Background: an optimization exercise with open tools, aiming at small area, a short achievable clock period and few clock cycles. Do not read the settings as production practice.
The RTL was checked by simulation tests, not by an equivalence proof against the original design.
Power is estimated from default activity; no workload was simulated.

<file path="flow/design.v">
module time_adjust (
    input  signed [7:0] h_i,
    input  signed [7:0] m_i,
    input  signed [7:0] s_i,
    input         [1:0] fsel,
    input               dec,         
    input               timer_pol,   
    output reg signed [7:0] h_o,
    output reg signed [7:0] m_o,
    output reg signed [7:0] s_o
);
    reg signed [7:0] h, m, s;
    wire signed [7:0] step = dec ? -8'sd1 : 8'sd1;
    always @(*) begin
        h = h_i;
        m = m_i;
        s = s_i;
        case (fsel)
            2'd1: h = h + step;
            2'd2: m = m + step;
            2'd3: s = s + step;
            default: ;
        endcase
        if (s >= 8'sd60) begin
            m = m + 8'sd1;
            s = 8'sd0;
        end else if (s < 8'sd0) begin
            m = m - 8'sd1;
            s = 8'sd59;
        end
        if (m >= 8'sd60) begin
            h = h + 8'sd1;
            m = 8'sd0;
        end else if (m < 8'sd0) begin
            h = h - 8'sd1;
            m = 8'sd59;
        end
        if (h >= 8'sd24) begin
            h = 8'sd0;
        end else if (h < 8'sd0) begin
            if (timer_pol) begin
                h = 8'sd0;
                m = 8'sd0;
                s = 8'sd0;
            end else begin
                h = 8'sd23;
            end
        end
        h_o = h;
        m_o = m;
        s_o = s;
    end
endmodule
module clock_core (
    input         clk,
    input         rst,           
    input         step_valid,
    input  [4:0]  step_key,
    output        step_ready,
    input  [3:0]  rd_idx,
    output [7:0]  rd_hour,
    output [7:0]  rd_minute,
    output [7:0]  rd_second,
    output [63:0] rd_text,
    output [2:0]  ctl_o,
    output        mode_o,
    output [1:0]  cursor_o,
    output [2:0]  zone_sel_o,
    output [3:0]  alarm_sel_o
);
    localparam [2:0] BOOT       = 3'd0;
    localparam [2:0] MAIN       = 3'd1;
    localparam [2:0] BROWSE     = 3'd2;
    localparam [2:0] ALARM_EDIT = 3'd3;
    localparam [2:0] TIMER_SET  = 3'd4;
    localparam [2:0] ALARM_PLAY = 3'd5;
    localparam MODE_CLOCK = 1'b0;
    localparam MODE_TIMER = 1'b1;
    localparam [4:0] KEY_SETTINGS   = 5'd1;
    localparam [4:0] KEY_EXIT       = 5'd2;
    localparam [4:0] KEY_INC        = 5'd3;
    localparam [4:0] KEY_CURSOR     = 5'd4;
    localparam [4:0] KEY_DEC        = 5'd7;
    localparam [4:0] KEY_NEXT       = 5'd13;
    localparam [4:0] KEY_CLOCK_MODE = 5'd14;
    localparam [4:0] KEY_TIMER_MODE = 5'd15;
    localparam [4:0] KEY_STOP       = 5'd16;
    localparam [4:0] KEY_ALARM_EDIT = 5'd1;
    function [23:0] init_time(input integer i);
        case (i)
            0:  init_time = {8'd8,  8'd59, 8'd10};
            1:  init_time = {8'd11, 8'd59, 8'd10};
            2:  init_time = {8'd16, 8'd59, 8'd10};
            3:  init_time = {8'd17, 8'd29, 8'd10};
            4:  init_time = {8'd0,  8'd59, 8'd10};
            5:  init_time = {8'd8,  8'd59, 8'd13};
            6:  init_time = {8'd0,  8'd0,  8'd0};
            7:  init_time = {8'd6,  8'd30, 8'd0};
            8:  init_time = {8'd12, 8'd53, 8'd40};
            9:  init_time = {8'd23, 8'd59, 8'd59};
            default: init_time = {8'd0, 8'd0, 8'd10};
        endcase
    endfunction
    reg [2:0] ctl;
    reg       mode;
    reg [1:0] cursor;
    reg [2:0] zone_sel;
    reg [3:0] alarm_sel;
    reg       ready;
    wire [4:0] k  = step_key;
    wire       go = step_valid & ready;
    wire in_main   = (ctl == MAIN);
    wire in_browse = (ctl == BROWSE);
    wire in_aedit  = (ctl == ALARM_EDIT);
    wire in_tset   = (ctl == TIMER_SET);
    wire in_edit   = in_browse | in_aedit | in_tset;
    wire mode_n = (in_main && k == KEY_CLOCK_MODE) ? MODE_CLOCK :
                  (in_main && k == KEY_TIMER_MODE) ? MODE_TIMER : mode;
    wire clock_tail = (in_main && mode_n == MODE_CLOCK && k != KEY_SETTINGS) ||
                      (in_browse && k == KEY_EXIT);
    wire timer_tail = (in_main && mode_n == MODE_TIMER && k != KEY_SETTINGS) ||
                      (in_tset && k == KEY_EXIT);
    wire [2:0] zone_n = (in_main && mode_n == MODE_CLOCK && k == KEY_NEXT) ?
                        ((zone_sel + 3'd1) % 3'd5) : zone_sel;
    wire is_inc = (k == KEY_INC);
    wire is_dec = (k == KEY_DEC);
    wire [7:0] eh [0:10];
    wire [7:0] em [0:10];
    wire [7:0] es [0:10];
    wire [7:0] nh [0:10];
    wire [7:0] nm [0:10];
    wire [7:0] ns [0:10];
    genvar i;
    generate
        for (i = 0; i < 11; i = i + 1) begin : g_entry
            reg  [7:0] hr, mr, sr;
            wire       en;
            wire [1:0] fsel;
            wire       dec;
            wire       tpol;
            if (i < 5) begin : g_world
                assign en   = clock_tail | (in_browse & (is_inc | is_dec));
                assign fsel = clock_tail ? 2'd3 : cursor;
                assign dec  = ~clock_tail & is_dec;
                assign tpol = 1'b0;
            end else if (i < 10) begin : g_alarm
                assign en   = in_aedit & (alarm_sel == i) & (is_inc | is_dec);
                assign fsel = cursor;
                assign dec  = is_dec;
                assign tpol = 1'b0;
            end else begin : g_timer
                assign en   = timer_tail | (in_tset & (is_inc | is_dec));
                assign fsel = timer_tail ? 2'd3 : cursor;
                assign dec  = timer_tail | is_dec;
                assign tpol = timer_tail;
            end
            time_adjust u_adj (
                .h_i(hr), .m_i(mr), .s_i(sr),
                .fsel(fsel), .dec(dec), .timer_pol(tpol),
                .h_o(nh[i]), .m_o(nm[i]), .s_o(ns[i])
            );
            always @(posedge clk) begin
                if (rst) begin
                    {hr, mr, sr} <= init_time(i);
                end else if (go && en) begin
                    hr <= nh[i];
                    mr <= nm[i];
                    sr <= ns[i];
                end
            end
            assign eh[i] = hr;
            assign em[i] = mr;
            assign es[i] = sr;
        end
    endgenerate
    wire [3:0]  zi    = {1'b0, zone_n};
    wire [23:0] shown = {nh[zi], nm[zi], ns[zi]};
    reg clock_fire;
    integer j;
    always @(*) begin
        clock_fire = 1'b0;
        for (j = 5; j < 10; j = j + 1)
            if (shown == {eh[j], em[j], es[j]})
                clock_fire = 1'b1;
    end
    wire timer_fire = ({nh[10], nm[10], ns[10]} == 24'd0);
    reg [2:0] ctl_n;
    always @(*) begin
        ctl_n = ctl;
        case (ctl)
            BOOT: ctl_n = MAIN;
            MAIN: begin
                if (mode_n == MODE_CLOCK) begin
                    if (k == KEY_SETTINGS) ctl_n = BROWSE;
                    else if (clock_fire)   ctl_n = ALARM_PLAY;
                end else begin
                    if (k == KEY_SETTINGS) ctl_n = TIMER_SET;
                    else if (timer_fire)   ctl_n = ALARM_PLAY;
                end
            end
            BROWSE: begin
                if (k == KEY_EXIT)            ctl_n = clock_fire ? ALARM_PLAY : MAIN;
                else if (k == KEY_ALARM_EDIT) ctl_n = ALARM_EDIT;
            end
            ALARM_EDIT: begin
                if (k == KEY_EXIT) ctl_n = BROWSE;
            end
            TIMER_SET: begin
                if (k == KEY_EXIT) ctl_n = timer_fire ? ALARM_PLAY : MAIN;
            end
            ALARM_PLAY: begin
                if (k == KEY_STOP) ctl_n = MAIN;
            end
            default: ;
        endcase
    end
    always @(posedge clk) begin
        if (rst) begin
            ctl       <= BOOT;
            mode      <= MODE_CLOCK;
            cursor    <= 2'd1;
            zone_sel  <= 3'd0;
            alarm_sel <= 4'd5;
            ready     <= 1'b0;
        end else begin
            ready <= 1'b1;
            if (go) begin
                ctl      <= ctl_n;
                mode     <= mode_n;
                zone_sel <= zone_n;
                if (in_edit && k == KEY_CURSOR)
                    cursor <= (cursor % 2'd3) + 2'd1;
                if (in_aedit && k == KEY_NEXT)
                    alarm_sel <= 4'd5 + ((alarm_sel - 4'd4) % 4'd5);
            end
        end
    end
    wire       rd_ok = (rd_idx <= 4'd10);
    wire [7:0] rh = rd_ok ? eh[rd_idx] : 8'd0;
    wire [7:0] rm = rd_ok ? em[rd_idx] : 8'd0;
    wire [7:0] rs = rd_ok ? es[rd_idx] : 8'd0;
    function [7:0] dig(input [7:0] n);
        dig = 8'h30 + n;
    endfunction
    assign rd_hour   = rh;
    assign rd_minute = rm;
    assign rd_second = rs;
    assign rd_text   = {dig(rh / 8'd10), dig(rh % 8'd10), 8'h3A,
                        dig(rm / 8'd10), dig(rm % 8'd10), 8'h3A,
                        dig(rs / 8'd10), dig(rs % 8'd10)};
    assign step_ready  = ready;
    assign ctl_o       = ctl;
    assign mode_o      = mode;
    assign cursor_o    = cursor;
    assign zone_sel_o  = zone_sel;
    assign alarm_sel_o = alarm_sel;
endmodule
</file>
<file path="flow/run.sh">
#!/bin/bash
# synth_recipe.tcl (not shown) runs the flow's synth.tcl, then flattens the netlist and writes it again
# the make line also repeats each setting of config.mk as NAME=value (left out here)
make -C /OpenROAD-flow-scripts/flow DESIGN_CONFIG=/design/flow/config.mk WORK_HOME=/design/flow/orfs CLKGATE_MAP_FILE= SYNTH_SCRIPT=/design/flow/synth_recipe.tcl finish
</file>
<file path="flow/config.mk">
export PLATFORM = sky130hd
export DESIGN_NAME = clock_core
export DESIGN_NICKNAME = clock_core
export VERILOG_FILES = /design/flow/design.v
export SDC_FILE = /design/flow/constraint.sdc
export NUM_CORES = 4
export LEC_CHECK = 0
export CAP_MARGIN = 20
export CORE_MARGIN = 2
export CORE_UTILIZATION = 40
export SLEW_MARGIN = 20
</file>
<file path="flow/constraint.sdc">
create_clock -name core_clock -period 9.0 [get_ports {clk}]
set_input_delay 1.8000 -clock core_clock [delete_from_list [all_inputs] [get_ports {clk}]]
set_output_delay 1.8000 -clock core_clock [all_outputs]
set_load 0.01 [all_outputs]
</file>
==> results.py <==
metrics = {
    "hold_path": {
        "hold_end": "zone_sel[1]$_SDFFE_PP0P_",
        "hold_start": "zone_sel[1]$_SDFFE_PP0P_",
        "hold_path_class": "reg -> reg",
        "holdPathStages": 2,
    },
    "grt": {
        "gr-usage-all-layers_pct": 33.7,
        "grt_max_degree": 81,
        "grt_antenna_before_repair": 5,
        "overflow": 0,
        "grt_pass1_wl_mm": 235,
        "grt_pass1_vias": 37049,
    },
    "job": {
        "max_cap_violations": 0,
    },
    "setup_path": {
        "crit_required_ns": 7.20,
        "cp_data_arrival_time_ns": 6.86,
        "critPathMaxFanout": 11,
        "rr_endpoint": "ctl[2]$_SDFFE_PP0P_",
        "crit_path_start_kind": "input port",
        "reg2reg_slack_ns": 1.59,
        "path_class": "in -> out",
        "endpoint_kind": "output port",
        "reg2regPathDepth": 26,
        "timing.rr.start": "ctl[2]$_SDFFE_PP0P_",
    },
    "final_layout": {
        "layout.nets": 5344,
        "drive_above_1_share_pct": 9.34,
        "synthToLayoutAreaGrowth_pct": 12.8,
        "fin_area_um2": 39700,
    },
    "route": {
        "via_count": 40621,
        "wl_per_cell_um": 25.2,
        "vias_per_cell": 6.46,
        "wl_mm": 159,
        "detail_route.first_pass.iterations": 7,
        "ant_nets": 0,
        "drtIter0Drc": 4771,
        "route.detailed.drc": 0,
    },
    "clock_network": {
        "clockBufferDepth": 3,
        "clock-sinks": 245,
        "clk_latency_ns": 0.59,
        "cts_buffers": 36,
        "clkTransAtPathRegs_ns": 0.06,
        "cts-root-buf": "clkbuf_16",
        "cts_tree": "built",
        "htreeDepth": 2,
        "ctsHoldBuffers": 0,
    },
    "yosys": {
        "syn-mean-instance-area_um2": 6.99,
        "ys.warnings.count": 2,
        "synth_edf_count": 0,
        "synth_top_cells_by_area": "dfxtp_1 14%, ha_1 7.5%, xnor2_1 7.3%",
        "synth_flop_cell": "dfxtp_1",
        "ys_seq_elements": 245,
        "synth_area_leader_cell": "dfxtp_1",
        "ys_seq_area_share_pct": 13.9,
        "netlist_instances": 5031,
        "synth.distinct_cells": 121,
        "syn_area_um2": 35200,
        "ys_async_sr_fraction_pct": 0,
        "yosysTopAreaCellShare_pct": 13.9,
    },
    "sta": {
        "setup_violations": 0,
        "worst_pin_slew_ns": 1.09,
        "hold_viol_final": 0,
        "finalClockSkew_ns": 0.0326,
        "fmax_ghz": 0.115,
        "period_needed_ns": 8.66,
        "slew-limit-headroom_pct": 27.3,
        "final.period_utilization_pct": 96.2,
        "drv_slew": 0,
        "rsz0062_at_grt": "false",
    },
    "die": {
        "start_util_pct": 40.4,
        "die_h_um": 301,
        "std_cell_rows": 108,
        "dieArea_um2": 90300,
        "fp.dieW_um": 301,
        "io_pins": 114,
        "coreArea_um2": 87000,
    },
    "place": {
        "globalplace.congestion": 1.05,
        "place_area_um2": 38300,
        "numPortBuffers": 79,
        "hpwl_mm": 124,
    },
    "pwr": {
        "power_leakage_uw": 0.0160,
        "p_per_area_nw_per_um2": 87.4,
        "p_total_uw": 3470,
        "vdd_drop_max_mv": 0.104,
    },
    "status": {
        "outcome": "no timing/DRC/antenna violations",
    },
}
==> timing repair <==
action	CTS	global route
resized for setup	0	15
setup endpoints to repair	0	9
buffers inserted	0	2
==> cell type report <==
| type | count | area (um^2) |
|---|---|---|
| well taps | 1155 | 1450 |
| clock inverters | 20 | 241 |
| clock buffers | 46 | 1000 |
| flip-flops and latches | 245 | 4900 |
| multi-input cells | 4267 | 28300 |
| fillers | 9023 | 47400 |
| diodes | 2 | 5.00 |
| inverters | 194 | 736 |
| repair buffers | 359 | 3030 |
==> kinds of logic (layout without fill, tap and decap cells) <==
logic type	after synthesis	count (layout)	share of synthesized area (%)
mux	123	123	3.61
fa+ha+maj	230	230	8.56
flops	245	245	13.9
xor+xnor	439	439	11.0
simple gates	1902	1902	26.6
buf+inv	554	619	6.47
compound gates	1536	1536	29.8
other cells	2	39	0.0213
==> how the worst max path moves through the flow <==
stage | cells after the start | from | slack [ns] | end
after global routing | 27 | step_key[2] | 0.02 | ctl[2]$_SDFFE_PP0P_
after CTS | 18 | rd_idx[0] | 0.20 | rd_text[53]
after floorplan | 30 | step_key[4] | 0.01 | ctl[2]$_SDFFE_PP0P_
final | 22 | rd_idx[1] | 0.34 | rd_text[29]
after global placement | 28 | step_key[3] | -0.21 | ctl[2]$_SDFFE_PP0P_
after detailed placement | 27 | step_key[3] | -0.25 | ctl[2]$_SDFFE_PP0P_
==> Yosys cell counts, drive strengths merged, types with 77 or more instances <==
master  number
and3       104
nand4       92
a211oi      77
a21oi      385
ha         211
mux2i       96
buf         91
xor2       146
xnor2      293
inv        191
clkbuf     269
nand2      480
nor2       496
or3         83
a31oi       77
o21ai      271
nor4        81
nor3       156
dfxtp      245
o211ai      81
nand3      143
==> sequential cells by signal (all words and copies together), names as in the netlist <==
name and count:
g_entry.sr 77, zone_sel 3, alarm_sel 4, ready 1
g_entry.hr 77, g_entry.mr 77, ctl 3, mode 1
cursor 2
==> cell usage in the layout, fill, tap and decap left out, types with 42 or more instances in the layout <==
master / Yosys / routed
a211oi_1: 76 / 75
a21o_1: 63 / 63
a21oi_1: 384 / 380
a221oi_1: 48 / 48
a31oi_1: 76 / 76
and2_1: 42 / 42
and3_1: 104 / 104
buf_4: 40 / 271
clkdlybuf4s50_1: 0 / 77
dfxtp_1: 245 / 245
ha_1: 211 / 208
inv_1: 188 / 187
mux2i_1: 96 / 94
nand2_1: 478 / 477
nand3_1: 143 / 143
nand4_1: 91 / 91
nor2_1: 496 / 492
nor2b_1: 49 / 48
nor3_1: 155 / 148
nor4_1: 80 / 78
o211ai_1: 81 / 81
o21ai_0: 247 / 244
o22ai_1: 45 / 45
or3_1: 83 / 83
xnor2_1: 293 / 293
xor2_1: 144 / 143
==> worst max-delay path, cell delays in order <==
cell and delay (ns):
clkdlybuf4s50_1 0.71, buf_4 0.24, nand2_1 0.09, nor3_2 0.22, buf_12 0.18, a22o_1 0.17
a221oi_1 0.06, and3_1 0.24, a211o_1 0.43, inv_1 0.21, a21oi_1 0.09, o21ai_1 0.24
xnor2_1 0.17, nand2_1 0.07, nand2_1 0.10, nand3_1 0.14, xnor2_1 0.17, ha_1 0.18
or4_1 0.54, ha_1 0.29, inv_1 0.03, clkdlybuf4s50_1 0.47
==> metal layers <==
layer  GRT usage, %  part of all wire (%)  wire, um
met5         0.0529                 0.014        23
met2           50.7                    42     66200
met3           7.21                    11     17500
met4           19.1                   6.6     10500
met1           44.6                    41     64500
==> power breakdown <==
part           switching (uW)  internal, uW
clock                     631           932
sequential               24.9          1090
combinational             484           303
total                    1140          2330
==> stage by stage <==
step | instances | hold WS, ns | worst slack [ns] | utilization (%) | TNS, ns
after global placement | 6217 | 0.507 | -0.214 | 44.0 | -0.345
final | 6288 | 0.525 | 0.341 | 45.6 | 0
after CTS | 6283 | 0.526 | 0.201 | 45.5 | 0
after global routing | 6286 | 0.564 | 0.0192 | 45.6 | 0
after detailed placement | 6217 | 0.517 | -0.245 | 44.0 | -0.442
after floorplan | 5066 | 0.469 | 0.00991 | - | 0
Testbench counts, summed over its fixed seeds: cycles 24,008.

afterwards: timing with drivers on the ports:
The results above use ideal ports. As a check the final layout listed here was re-extracted and re-timed, cells and wires unchanged. Step 1, drivers: a clkbuf_16 drives clk and a buf_2 each remaining input, both assumed. Step 2 times the ports against the registers' clock, not the clock port: input delays grow and output delays shrink by t, the midpoint of the rising clock arrivals with the driver on. Slacks: ideal / step 1 / step 2; pairs: ideal / step 1.
t, ns: 0.647
setup slack, ns: 0.341 / 0.318 / -0.135
cell pins on the clock port's net: 1
Met with ideal ports but missed after step 2: setup timing in this run. The setup slack of this run moves by -0.023 ns with the drivers and by -0.476 ns with both steps.
